From an optimization exercise on the open Yosys and OpenROAD flow, aimed at small area, a short achievable clock period and few clock cycles per item; shortcuts taken in it are not production practice.
In this exercise RTL edits were held to simulation tests only and were not proved equivalent to the original.
Power and IR drop assume default switching activity.

===== flow/config.mk =====
export PLATFORM = sky130hd
export DESIGN_NAME = udptl_encoder
export DESIGN_NICKNAME = udptl_encoder
export VERILOG_FILES = /design/flow/design.v
export SDC_FILE = /design/flow/constraint.sdc
export NUM_CORES = 4
export LEC_CHECK = 0
export CAP_MARGIN = 20
export CORE_MARGIN = 2
export CORE_UTILIZATION = 30
export SLEW_MARGIN = 20

===== flow/constraint.sdc =====
create_clock -name core_clock -period 12.0 [get_ports {clk}]
set_input_delay 2.4000 -clock core_clock [delete_from_list [all_inputs] [get_ports {clk}]]
set_output_delay 2.4000 -clock core_clock [all_outputs]
set_load 0.01 [all_outputs]

===== flow/design.v =====
module udptl_encoder (
    input  wire        clk,
    input  wire        rst,
    input  wire        cmd_valid,
    output wire        cmd_ready,
    input  wire [5:0]  cmd_len,
    input  wire [1:0]  cfg_mode,
    input  wire [3:0]  cfg_span,
    input  wire [3:0]  cfg_entries,
    input  wire [15:0] cfg_far_max,
    input  wire        in_valid,
    output wire        in_ready,
    input  wire [7:0]  in_data,
    output wire        out_valid,
    input  wire        out_ready,
    output wire [7:0]  out_data,
    output wire        out_last,
    output wire        resp_valid,
    output wire [7:0]  resp_status,
    output wire [15:0] resp_seq,
    output wire [3:0]  resp_kept,
    output wire [9:0]  resp_len
);
    localparam MODE_RED = 2'd1;
    localparam MODE_FEC = 2'd2;
    localparam S_IDLE  = 4'd0;
    localparam S_H0    = 4'd1;
    localparam S_H1    = 4'd2;
    localparam S_H2    = 4'd3;
    localparam S_PAY   = 4'd4;
    localparam S_R0    = 4'd5;
    localparam S_R1    = 4'd6;
    localparam S_R2    = 4'd7;
    localparam S_R3    = 4'd8;
    localparam S_EL    = 4'd9;
    localparam S_ED    = 4'd10;
    localparam S_DRAIN = 4'd11;
    localparam S_ERESP = 4'd12;
    localparam PL_IDLE  = 2'd0;
    localparam PL_INIT  = 2'd1;
    localparam PL_INIT2 = 2'd2;
    localparam PL_SCAN  = 2'd3;
    reg        q_valid;
    reg        q_age;           
    reg [5:0]  q_len;
    reg [1:0]  q_mode;
    reg [3:0]  q_span;
    reg [3:0]  q_ent;
    reg [15:0] q_far;
    reg [7:0]  q_st;
    wire accept = cmd_valid & ~q_valid;
    assign cmd_ready = ~q_valid;
    wire [7:0] q_prod = q_span * q_ent;
    wire [7:0] q_st_c =
        (q_len == 6'd0)                                        ? 8'd6 :
        (q_len > 6'd32)                                        ? 8'd3 :
        (q_mode == MODE_FEC && (q_ent > 4'd4 || q_prod > 8'd15)) ? 8'd7 :
                                                                 8'd0;
    reg [7:0] in_q;
    reg       in_q_v;
    reg       in_rdy;
    reg [7:0] fifo [0:3];
    reg [1:0] f_wr, f_rd;
    reg [2:0] f_cnt;
    assign in_ready = in_rdy;
    wire [7:0] f_head = fifo[f_rd];
    wire       f_ne   = (f_cnt != 3'd0);
    reg [3:0]  state;
    reg [5:0]  a_len;
    reg [1:0]  a_mode;
    reg [3:0]  a_span;
    reg [3:0]  a_ent;
    reg [15:0] a_far;
    reg [7:0]  a_st;
    reg [15:0] seq;
    reg [15:0] sent;
    reg [5:0]  rem;         
    reg [3:0]  em;          
    reg [15:0] use_;        
    reg        o_v;
    reg [7:0]  o_d;
    reg        o_l;
    reg        k_v;
    reg [7:0]  k_d;
    reg        k_l;
    reg        pr_v;        
    reg        r_v;
    reg [7:0]  r_st;
    reg [15:0] r_seq;
    reg [3:0]  r_kept;
    reg [9:0]  r_len;
    assign out_valid   = o_v;
    assign out_data    = o_d;
    assign out_last    = o_l;
    assign resp_valid  = r_v;
    assign resp_status = r_st;
    assign resp_seq    = r_seq;
    assign resp_kept   = r_kept;
    assign resp_len    = r_len;
    reg [1:0]  pl;
    reg        pl_done;
    reg [3:0]  pc;          
    reg [3:0]  ps;          
    reg [3:0]  pm;          
    reg [3:0]  pj;          
    reg [3:0]  ptr;         
    reg [3:0]  pbase;       
    reg [5:0]  pmax;
    reg        pscan_end;
    reg        bv_v;        
    reg [5:0]  bv;
    reg        bok;
    reg [3:0]  bcnt;
    reg [3:0]  kept;
    reg [9:0]  olen;
    reg [15:0] mask0;
    reg [23:0] elen_arr;
    wire [3:0] cur = seq[3:0];
    wire       a_red = (a_mode == MODE_RED);
    wire       a_fec = (a_mode == MODE_FEC);
    wire [127:0] heads;
    wire [15:0]  rest;
    wire [95:0]  lens;
    wire [15:0]  lens_we;
    wire dphase   = (state == S_PAY) || (state == S_ED);
    wire step     = ~k_v & (((state == S_PAY) & f_ne) | (state == S_ED));
    wire wphase   = (state == S_PAY);
    genvar g;
    generate
        for (g = 0; g < 16; g = g + 1) begin : SL
            reg [255:0] d;
            reg [4:0]   ph;
            reg         zf;
            reg [5:0]   ln;
            wire        busy = use_[g] & dphase;
            wire        rot  = busy ? step : (ph != 5'd0);
            wire        wr   = use_[g] & wphase;
            wire [7:0]  tail = wr ? f_head : (zf ? 8'h00 : d[7:0]);
            always @(posedge clk) begin
                if (rot) d <= {tail, d[255:8]};
            end
            always @(posedge clk) begin
                if (rst) begin
                    ph <= 5'd0;
                    zf <= 1'b0;
                end else begin
                    if (rot) ph <= ph + 5'd1;
                    if (wr & step) zf <= 1'b1;
                    else if (ph == 5'd0) zf <= 1'b0;
                end
            end
            always @(posedge clk) begin
                if (lens_we[g]) ln <= a_len;
            end
            assign heads[g*8 +: 8] = d[7:0];
            assign rest[g]         = (ph == 5'd0);
            assign lens[g*6 +: 6]  = ln;
        end
    endgenerate
    assign lens_we = (state == S_H0) ? (16'd1 << cur) : 16'd0;
    reg [7:0] xbyte;
    reg [5:0] use_len;      
    integer k;
    always @(*) begin
        xbyte   = 8'd0;
        use_len = 6'd0;
        for (k = 0; k < 16; k = k + 1) begin
            if (use_[k]) begin
                xbyte   = xbyte ^ heads[k*8 +: 8];
                use_len = use_len | lens[k*6 +: 6];
            end
        end
    end
    wire allrest = &(~use_ | rest);
    wire [5:0] cur_elen = a_red ? use_len : elen_arr[em[1:0]*6 +: 6];
    wire       last_el  = (em + 4'd1 == kept);
    reg [7:0] pbyte;
    reg       pvalid;
    reg       plast;
    always @(*) begin
        pbyte  = 8'd0;
        pvalid = 1'b0;
        plast  = 1'b0;
        case (state)
            S_H0: begin pbyte = seq[15:8]; pvalid = 1'b1; end
            S_H1: begin pbyte = seq[7:0];  pvalid = 1'b1; end
            S_H2: begin pbyte = {2'b00, a_len}; pvalid = allrest; end
            S_PAY: begin pbyte = f_head; pvalid = f_ne; end
            S_R0: begin
                pbyte  = a_fec ? 8'h80 : 8'h00;
                pvalid = 1'b1;
            end
            S_R1: begin
                if (a_fec) begin
                    pbyte  = 8'h01;
                    pvalid = 1'b1;
                end else begin
                    pbyte  = {4'd0, kept};
                    pvalid = pl_done;
                    plast  = (kept == 4'd0);
                end
            end
            S_R2: begin pbyte = {4'd0, ps}; pvalid = pl_done; end
            S_R3: begin
                pbyte  = {4'd0, kept};
                pvalid = pl_done;
                plast  = (kept == 4'd0);
            end
            S_EL: begin
                pbyte  = {2'b00, cur_elen};
                pvalid = allrest;
                plast  = (cur_elen == 6'd0) & last_el;
            end
            S_ED: begin
                pbyte  = xbyte;
                pvalid = 1'b1;
                plast  = (rem == 6'd1) & last_el;
            end
            default: ;
        endcase
    end
    wire pfire  = pvalid & ~k_v;
    wire fpop   = ((state == S_PAY) & step) | ((state == S_DRAIN) & f_ne);
    wire can_act = q_valid & q_age;
    wire act_err = (q_st != 8'd0);
    wire [3:0] start_state = act_err ? ((q_len == 6'd0) ? S_ERESP : S_DRAIN) : S_H0;
    wire finish_ok  = pfire & plast;
    wire finish_err = (state == S_ERESP) & ~pr_v;
    wire act = can_act & ((state == S_IDLE) | finish_ok | finish_err);
    wire o_free = ~o_v | out_ready;
    wire o_fire = o_v & out_ready;
    always @(posedge clk) begin
        if (rst) begin
            q_valid <= 1'b0;
            q_age   <= 1'b0;
            in_q_v  <= 1'b0;
            in_rdy  <= 1'b0;
            f_wr    <= 2'd0;
            f_rd    <= 2'd0;
            f_cnt   <= 3'd0;
            state   <= S_IDLE;
            seq     <= 16'd0;
            sent    <= 16'd0;
            o_v     <= 1'b0;
            k_v     <= 1'b0;
            pr_v    <= 1'b0;
            r_v     <= 1'b0;
            pl      <= PL_IDLE;
            pl_done <= 1'b0;
            bv_v    <= 1'b0;
        end else begin
            if (accept) begin
                q_valid <= 1'b1;
                q_age   <= 1'b0;
                q_len   <= cmd_len;
                q_mode  <= cfg_mode;
                q_span  <= cfg_span;
                q_ent   <= cfg_entries;
                q_far   <= cfg_far_max;
            end else begin
                if (q_valid) q_age <= 1'b1;
                if (act) q_valid <= 1'b0;
            end
            q_st <= q_st_c;
            in_q_v <= in_valid & in_rdy;
            in_q   <= in_data;
            if (in_q_v) begin
                fifo[f_wr] <= in_q;
                f_wr <= f_wr + 2'd1;
            end
            if (fpop) f_rd <= f_rd + 2'd1;
            f_cnt  <= f_cnt + {2'd0, in_q_v} - {2'd0, fpop};
            in_rdy <= ({1'b0, f_cnt} + {3'd0, in_q_v} - {3'd0, fpop} + {3'd0, in_rdy}) <= 4'd3;
            if (o_free) begin
                if (k_v) begin
                    o_v <= 1'b1; o_d <= k_d; o_l <= k_l;
                    k_v <= 1'b0;
                end else if (pfire) begin
                    o_v <= 1'b1; o_d <= pbyte; o_l <= plast;
                end else begin
                    o_v <= 1'b0;
                end
            end else if (pfire) begin
                k_v <= 1'b1; k_d <= pbyte; k_l <= plast;
            end
            r_v <= 1'b0;
            if (pr_v & o_fire & o_l) begin
                r_v  <= 1'b1;
                pr_v <= 1'b0;
            end
            if (finish_ok) begin
                pr_v   <= 1'b1;
                r_st   <= 8'd0;
                r_seq  <= seq;
                r_kept <= kept;
                r_len  <= olen;
                seq    <= seq + 16'd1;
                if (sent != 16'hFFFF) sent <= sent + 16'd1;
            end
            if (finish_err) begin
                r_v    <= 1'b1;
                r_st   <= a_st;
                r_seq  <= 16'd0;
                r_kept <= 4'd0;
                r_len  <= 10'd0;
            end
            if (pfire) begin
                case (state)
                    S_H0: state <= S_H1;
                    S_H1: state <= S_H2;
                    S_H2: state <= S_PAY;
                    S_PAY: begin
                        rem <= rem - 6'd1;
                        if (rem == 6'd1) state <= S_R0;
                    end
                    S_R0: state <= S_R1;
                    S_R1: if (a_fec) state <= S_R2;
                          else if (kept != 4'd0) begin
                              state <= S_EL;
                              em    <= 4'd0;
                              use_  <= {use_[0], use_[15:1]};
                          end
                    S_R2: state <= S_R3;
                    S_R3: if (kept != 4'd0) begin
                              state <= S_EL;
                              em    <= 4'd0;
                              use_  <= mask0;
                          end
                    S_EL: begin
                        rem <= cur_elen;
                        if (cur_elen != 6'd0) state <= S_ED;
                        else begin
                            em   <= em + 4'd1;
                            use_ <= {use_[14:0], use_[15]};
                        end
                    end
                    S_ED: begin
                        rem <= rem - 6'd1;
                        if (rem == 6'd1) begin
                            state <= S_EL;
                            em    <= em + 4'd1;
                            use_  <= a_red ? {use_[0], use_[15:1]} : {use_[14:0], use_[15]};
                        end
                    end
                    default: ;
                endcase
            end
            if (state == S_DRAIN && f_ne) begin
                rem <= rem - 6'd1;
                if (rem == 6'd1) state <= S_ERESP;
            end
            if (state == S_H0 || state == S_H1) use_ <= 16'd1 << cur;
            if (finish_ok | finish_err) state <= S_IDLE;
            if (act) begin
                state  <= start_state;
                a_len  <= q_len;
                a_mode <= q_mode;
                a_span <= q_span;
                a_ent  <= q_ent;
                a_far  <= q_far;
                a_st   <= q_st;
                rem    <= q_len;
            end
            if (act) begin
                pl      <= act_err ? PL_IDLE : PL_INIT;
                pl_done <= 1'b0;
                kept    <= 4'd0;
                bok     <= 1'b1;
                bcnt    <= 4'd0;
                bv_v    <= 1'b0;
                mask0   <= 16'd0;
                olen    <= {4'd0, q_len} + ((q_mode == MODE_FEC) ? 10'd7 : 10'd5);
            end else begin
                bv_v <= 1'b0;
                case (pl)
                    PL_INIT: begin
                        pm <= 4'd0;
                        pj <= 4'd1;
                        pscan_end <= 1'b0;
                        if (a_red) begin
                            pc <= (sent < {12'd0, a_ent}) ? sent[3:0] : a_ent;
                            ps <= 4'd0;
                            pl <= PL_INIT2;
                        end else if (a_fec) begin
                            if (sent < {8'd0, a_span * a_ent}) begin
                                pc <= {3'd0, sent[3:0] >= {1'b0, a_span}}
                                    + {3'd0, {1'b0, sent[3:0]} >= {a_span, 1'b0}}
                                    + {3'd0, {2'b0, sent[3:0]} >= ({2'b0, a_span} + {1'b0, a_span, 1'b0})};
                                ps <= (sent[3:0] < a_span) ? 4'd0 : a_span;
                            end else begin
                                pc <= a_ent;
                                ps <= a_span;
                            end
                            pl <= PL_INIT2;
                        end else begin
                            pc <= 4'd0;
                            ps <= 4'd0;
                            pl <= PL_IDLE;
                            pl_done <= 1'b1;
                        end
                    end
                    PL_INIT2: begin
                        if (pc == 4'd0) begin
                            pl <= PL_IDLE;
                            pl_done <= 1'b1;
                        end else begin
                            pl <= PL_SCAN;
                            if (a_red) ptr <= cur - 4'd1;
                            else begin
                                ptr   <= cur - pc;
                                pbase <= cur - pc + 4'd1;
                            end
                        end
                    end
                    PL_SCAN: begin
                        if (!pscan_end) begin
                            if (a_red) begin
                                bv_v <= 1'b1;
                                bv   <= lens[ptr*6 +: 6];
                                ptr  <= ptr - 4'd1;
                                pm   <= pm + 4'd1;
                                if (pm + 4'd1 == pc) pscan_end <= 1'b1;
                            end else if (ps == 4'd0) begin
                                bv_v <= 1'b1;
                                bv   <= 6'd0;
                                pm   <= pm + 4'd1;
                                if (pm + 4'd1 == pc) pscan_end <= 1'b1;
                            end else begin
                                if (pm == 4'd0) mask0 <= mask0 | (16'd1 << ptr);
                                if (pj == ps) begin
                                    bv_v  <= 1'b1;
                                    bv    <= (pj == 4'd1 || lens[ptr*6 +: 6] > pmax) ? lens[ptr*6 +: 6] : pmax;
                                    pj    <= 4'd1;
                                    ptr   <= pbase;
                                    pbase <= pbase + 4'd1;
                                    pm    <= pm + 4'd1;
                                    if (pm + 4'd1 == pc) pscan_end <= 1'b1;
                                end else begin
                                    pmax <= (pj == 4'd1 || lens[ptr*6 +: 6] > pmax) ? lens[ptr*6 +: 6] : pmax;
                                    pj   <= pj + 4'd1;
                                    ptr  <= ptr - pc;
                                end
                            end
                        end
                        if (bv_v) begin
                            bcnt <= bcnt + 4'd1;
                            if (bok) begin
                                if ({6'd0, olen} + {10'd0, bv} + 16'd1 > a_far) begin
                                    bok <= 1'b0;
                                end else begin
                                    olen <= olen + {4'd0, bv} + 10'd1;
                                    kept <= kept + 4'd1;
                                    elen_arr[kept[1:0]*6 +: 6] <= bv;
                                end
                            end
                            if (bcnt + 4'd1 == pc) begin
                                pl <= PL_IDLE;
                                pl_done <= 1'b1;
                            end
                        end
                    end
                    default: ;
                endcase
            end
        end
    end
endmodule

===== flow/run.sh =====
#!/bin/bash
# synth_recipe.tcl (not shown) runs the flow's synth.tcl, then flattens the netlist and writes it again
# the make line also repeats each setting of config.mk as NAME=value (left out here)
make -C /OpenROAD-flow-scripts/flow DESIGN_CONFIG=/design/flow/config.mk WORK_HOME=/design/flow/orfs CLKGATE_MAP_FILE= SYNTH_SCRIPT=/design/flow/synth_recipe.tcl finish

==> results.txt <==
Status
The run finished with no timing, DRC or antenna violations.

Route
Detailed routing inserted a total of 62.8k vias. In the final routed layout, each cell accounts on average for 18.5 um. The met3 wirelength from detailed routing is 14.7 mm. The first detailed-routing pass took 7 iterations. The total routed wirelength is 271 mm. The detail-routed via count per cell is 4.29. The final antenna-violating net count is 0. After detailed routing, no signal wire sits above met5.

The met2 wirelength from detailed routing is 118 mm. The violation count after the first detailed-route iteration is 6921. The post-route DRC violation count is 0. After detailed routing, the wire length on met1 is 127 mm.

Setup path
The required time at the endpoint of the critical path is 12.52 ns. The cell with the biggest individual delay on the critical path is dfxtp_1. The worst stage delay on the critical path is 0.92 ns. The worst setup slack for register-to-register paths is 6.13 ns. The critical path is of the reg -> reg type. STA classifies the critical path startpoint as a register.

Walking the worst path, the cells encountered are nor2b_1, nand2_1, nand2_2, buf_4, a21oi_1, a31oi_4, buf_4, buf_4. Counting cells, the worst reg-to-reg path comes to 8. The source of the worst register-to-register timing path is state[1]. The endpoint of the worst register-to-register path is SL[3].d[111]. The worst setup path is captured at a register.

The cell that appears most often on the critical path is buf_4. The peak fanout along the critical path is 76. The worst path arrival time is 6.39 ns.

CTS
The H-tree was split into 5 levels. The number of buffers inserted by hold repair at cts is 0. TritonCTS built the clock tree.

The later pin in the worst-skew pair is clocked with a latency of 0.95 ns. The number of gates resized after CTS was 0. The clock input transition at the sequential cells of the worst setup and hold paths is 0.07 ns.

Clock tree synthesis selected as its root buffer the cell clkbuf_16. The maximum root-to-sink buffer count is 4. The clock sink total is 4628. Post-CTS timing repair inserted 0 buffers for setup. Clock tree synthesis inserted a total of 428 buffers.

Power and ir drop
The cell leakage power is 55.8 nW. In this run the power density over the cells is 255 nW/um^2. Across the VDD grid, the largest voltage drop is 236 uV.

Timing
The transition time at the pin with the least slew margin is 1.21 ns. Setup violations remaining at the end of the flow were counted as 0. The worst clock skew on the final layout is 0.0685 ns. The number of slew-limit violations in the final report is 0. Setup repair after global routing left no endpoint under its margin.

The share of the cycle needed by the critical path after routing is 0.489. The worst pin sits at a relative slew slack of 0.184. The count of endpoints failing hold in the final timing report came to 0. For this run, the top clock speed supported by timing is 0.170 GHz.

Setup total negative slack on the finished layout was measured at 0 ns. The clock period could shrink to 5.87 ns.

Yosys
Of the total synthesized cell area, the portion taken by full adders, half adders and majority gates is 0.0132. The post-synthesis compound-gate area fraction is 0.0232. The area share of and/or/nand/nor cells after synthesis is 0.0340.

The xor-xnor portion of the synthesized cell area is 0.0150. The synthesis warning total is 1. The count of distinct cell types in the synthesized netlist is 76. After technology mapping, the gate count stands at 7113.

The flip-flop cell with the highest count after synthesis is edfxtp_1. Counting flops with an async set or reset pin after synthesis yields a share of 0. Of the synthesized area, sequential elements account for 0.896. The mean cell area of the mapped netlist is 21.6 um^2. In this run, synthesis inferred 4475 flip-flops with an integrated enable. The share of cell area taken by muxes after synthesis is 0.0101.

After synthesis, the largest family of logic cells by area is simple AND/OR/NAND/NOR gates. The number of storage elements in the synthesis netlist is 4628. The post-synthesis instance area is 153000 um^2.

Floorplan
The y dimension of the die is 719 um. The die covers 517000 um^2. The die is 719 um wide. The initial core utilization is 0.301. The I/O pin count is 96. The standard cell core area is 509000 um^2. The standard-cell row count is 262.

Global routing
The number of global-route vias before repair is 61.5k. The global-route wire length before repair is 399 mm. The initial antenna violation count is 36. Entering global routing, the biggest net connects 222 pins.

The aggregate global routing overflow is 0. The all-layer global routing usage is 0.101.

Cells and area
The count of placed standard cells in the final layout, fillers left out is 14.7k. In the layout the commonest cells are edfxtp_1 (4475), clkbuf_16 (431), nand2_1 (401). The final net count is 7757.

The growth of design area from synthesis to finish is 15.7%. For this run, the share of the core covered by cells in the final layout is 0.348. The count of fill cells added during filler insertion is 46.4k. The proportion of layout cells with a drive suffix above 1 is 0.107.

Leaving out fill and tap cells, the most frequent cell in the layout is edfxtp_1.

Place
The number of I/O port buffers is 90. The HPWL reported at the end of detailed placement is 164 mm. In this run, placement finished with an instance count of 13.9k. At the end of routability-driven placement, the weighted congestion stood at 0.860.

Hold path
The worst hold path terminates at SL[0].d[136]. The launch point of the worst hold path is SL[0].d[144]. The cell count of the worst hold path is 0. The tightest min-delay check is of the reg -> reg type.

Run
Max-cap violations in this run came to 0.
[state kept, by name, summed over array words and instances (netlist names), 24 cells and up, named ones only]
signal,count
SL.ln,96
SL.ph,80
fifo,32
SL.d,4096
elen_arr,24
[per-layer routing]
layer | up-vias | global-route usage
met4 | 4 | 0.0421
li1 | 28400 | -
met3 | 624 | 0.0195
met5 | - | 0
met2 | 1672 | 0.148
met1 | 32100 | 0.146
[worst max-delay path: cells and delay by family (launching register included)]
kind            cells  cell delay (ns)
compound gates      2             0.95
buf+inv             3             2.21
flops               1             0.92
simple gates        3             1.19
[worst max-delay path by stage]
stage               cells after the start     start             to  slack [ns]
floorplan                              11  state[1]    SL[0].ph[3]       -5.30
global placement                        8  state[1]  SL[15].d[254]        6.51
detailed placement                      8  state[1]   SL[3].d[223]        6.22
CTS                                     8  state[1]  SL[15].d[194]        6.17
global route                            8  state[1]   SL[3].d[135]        5.78
finish                                  8  state[1]   SL[3].d[111]        6.13
[synth_stat cells, types with 7 or more instances]
| library cell | count | area (um^2) |
|---|---|---|
| nand2b_1 | 145 | 907 |
| nor3_1 | 25 | 125 |
| mux4_2 | 47 | 1060 |
| o21a_1 | 11 | 82.6 |
| a21boi_0 | 7 | 52.6 |
| or4_1 | 18 | 135 |
| o31ai_1 | 10 | 75.1 |
| a21oi_1 | 122 | 611 |
| nor2_1 | 254 | 953 |
| mux2_2 | 20 | 225 |
| nand3_1 | 33 | 165 |
| nor2b_1 | 18 | 113 |
| a221oi_1 | 34 | 298 |
| a22oi_1 | 42 | 315 |
| ha_1 | 143 | 1790 |
| clkbuf_1 | 135 | 507 |
| nand2_1 | 402 | 1510 |
| a21o_1 | 13 | 97.6 |
| o22ai_1 | 21 | 131 |
| nor4_1 | 9 | 56.3 |
| o21ai_0 | 200 | 1000 |
| mux2i_1 | 26 | 260 |
| xor2_1 | 120 | 1050 |
| and2_1 | 59 | 369 |
| and3_1 | 36 | 225 |
| a22o_1 | 29 | 254 |
| nand4_1 | 47 | 294 |
| a211oi_1 | 7 | 52.6 |
| xnor2_1 | 142 | 1240 |
| inv_1 | 143 | 537 |
| dfxtp_1 | 153 | 3060 |
| fa_1 | 11 | 220 |
| edfxtp_1 | 4475 | 134000 |
| a41oi_1 | 7 | 61.3 |
| buf_2 | 8 | 40.0 |
| buf_1 | 21 | 78.8 |
| a31oi_1 | 32 | 200 |
| or4b_2 | 12 | 120 |
[per-stage QoR]
| stage | hold WS [ns] | worst slack, ns | cell area [um^2] | power (mW) |
|---|---|---|---|---|
| finish | 0.359 | 6.13 | 177000 | 45.1 |
| global route | 0.366 | 5.78 | 177000 | 47.1 |
| CTS | 0.360 | 6.17 | 177000 | 45.7 |
| detailed placement | 0.405 | 6.22 | 163000 | 32.0 |
| global placement | 0.400 | 6.51 | 163000 | 31.7 |
| floorplan | 0.400 | -5.30 | 153000 | 30.4 |
[power by group]
part           switching (mW)  leakage (nW)  total (mW)  internal (mW)
clock                    5.85          6.83        13.5           7.66
sequential               1.51          41.9        26.7           25.2
combinational            4.03          7.03        4.89          0.868
[logic make-up after synthesis]
kind of cell,after synthesis
other,1
multiplexers,93
buffers and inverters,318
flip-flops,4628
adder cells (fa/ha/maj),155
AO/OA/AOI/OAI,570
AND/OR/NAND/NOR,1086
XOR/XNOR,262
[layout make-up]
| cell class | count | area (um^2) | area share |
|---|---|---|---|
| Sequential cell | 4628 | 137000 | 0.775 |
| Multi-Input combinational cell | 2171 | 15000 | 0.0843 |
| Clock buffer | 508 | 11100 | 0.0627 |
| Tap cell | 6732 | 8420 | 0.0475 |
| Clock inverter | 284 | 3000 | 0.0169 |
| Timing Repair Buffer | 183 | 1820 | 0.0103 |
| Inverter | 146 | 548 | 0.00309 |
| Antenna cell | 9 | 22.5 | 0.000127 |
Testbench counts, summed over its fixed seeds: cycles 96,506, items 1,280.

==> separate check: timing with driven ports <==
The results above use ideal ports. As a check the final layout listed here was re-extracted and re-timed, cells and wires unchanged.
Step 1 (the two cells are an assumption about what drives the block):
set clk [get_ports {clk}]
set_driving_cell -lib_cell sky130_fd_sc_hd__clkbuf_16 $clk
set_driving_cell -lib_cell sky130_fd_sc_hd__buf_2 [delete_from_list [all_inputs] $clk]
Step 2 adds t to the input delays and takes it off the output delays; t is the mean of the earliest and latest rising clock arrival at the registers after step 1. Input paths then give back, and output paths get back, about the clock's delay inside the block.
Slacks: ideal / step 1 / step 2; pairs: ideal / step 1.
t (ns): 1.032
setup slack, ns: 6.127 / 6.127 / 6.127
clock arrival spread, ns: 0.078 / 0.077
slew at the worst register clock pin (ns): 0.07 / 0.07
After both steps this run still meets setup and hold. For this run, drivers alone change the setup slack by 0.000 ns; drivers and shift together by 0.000 ns.
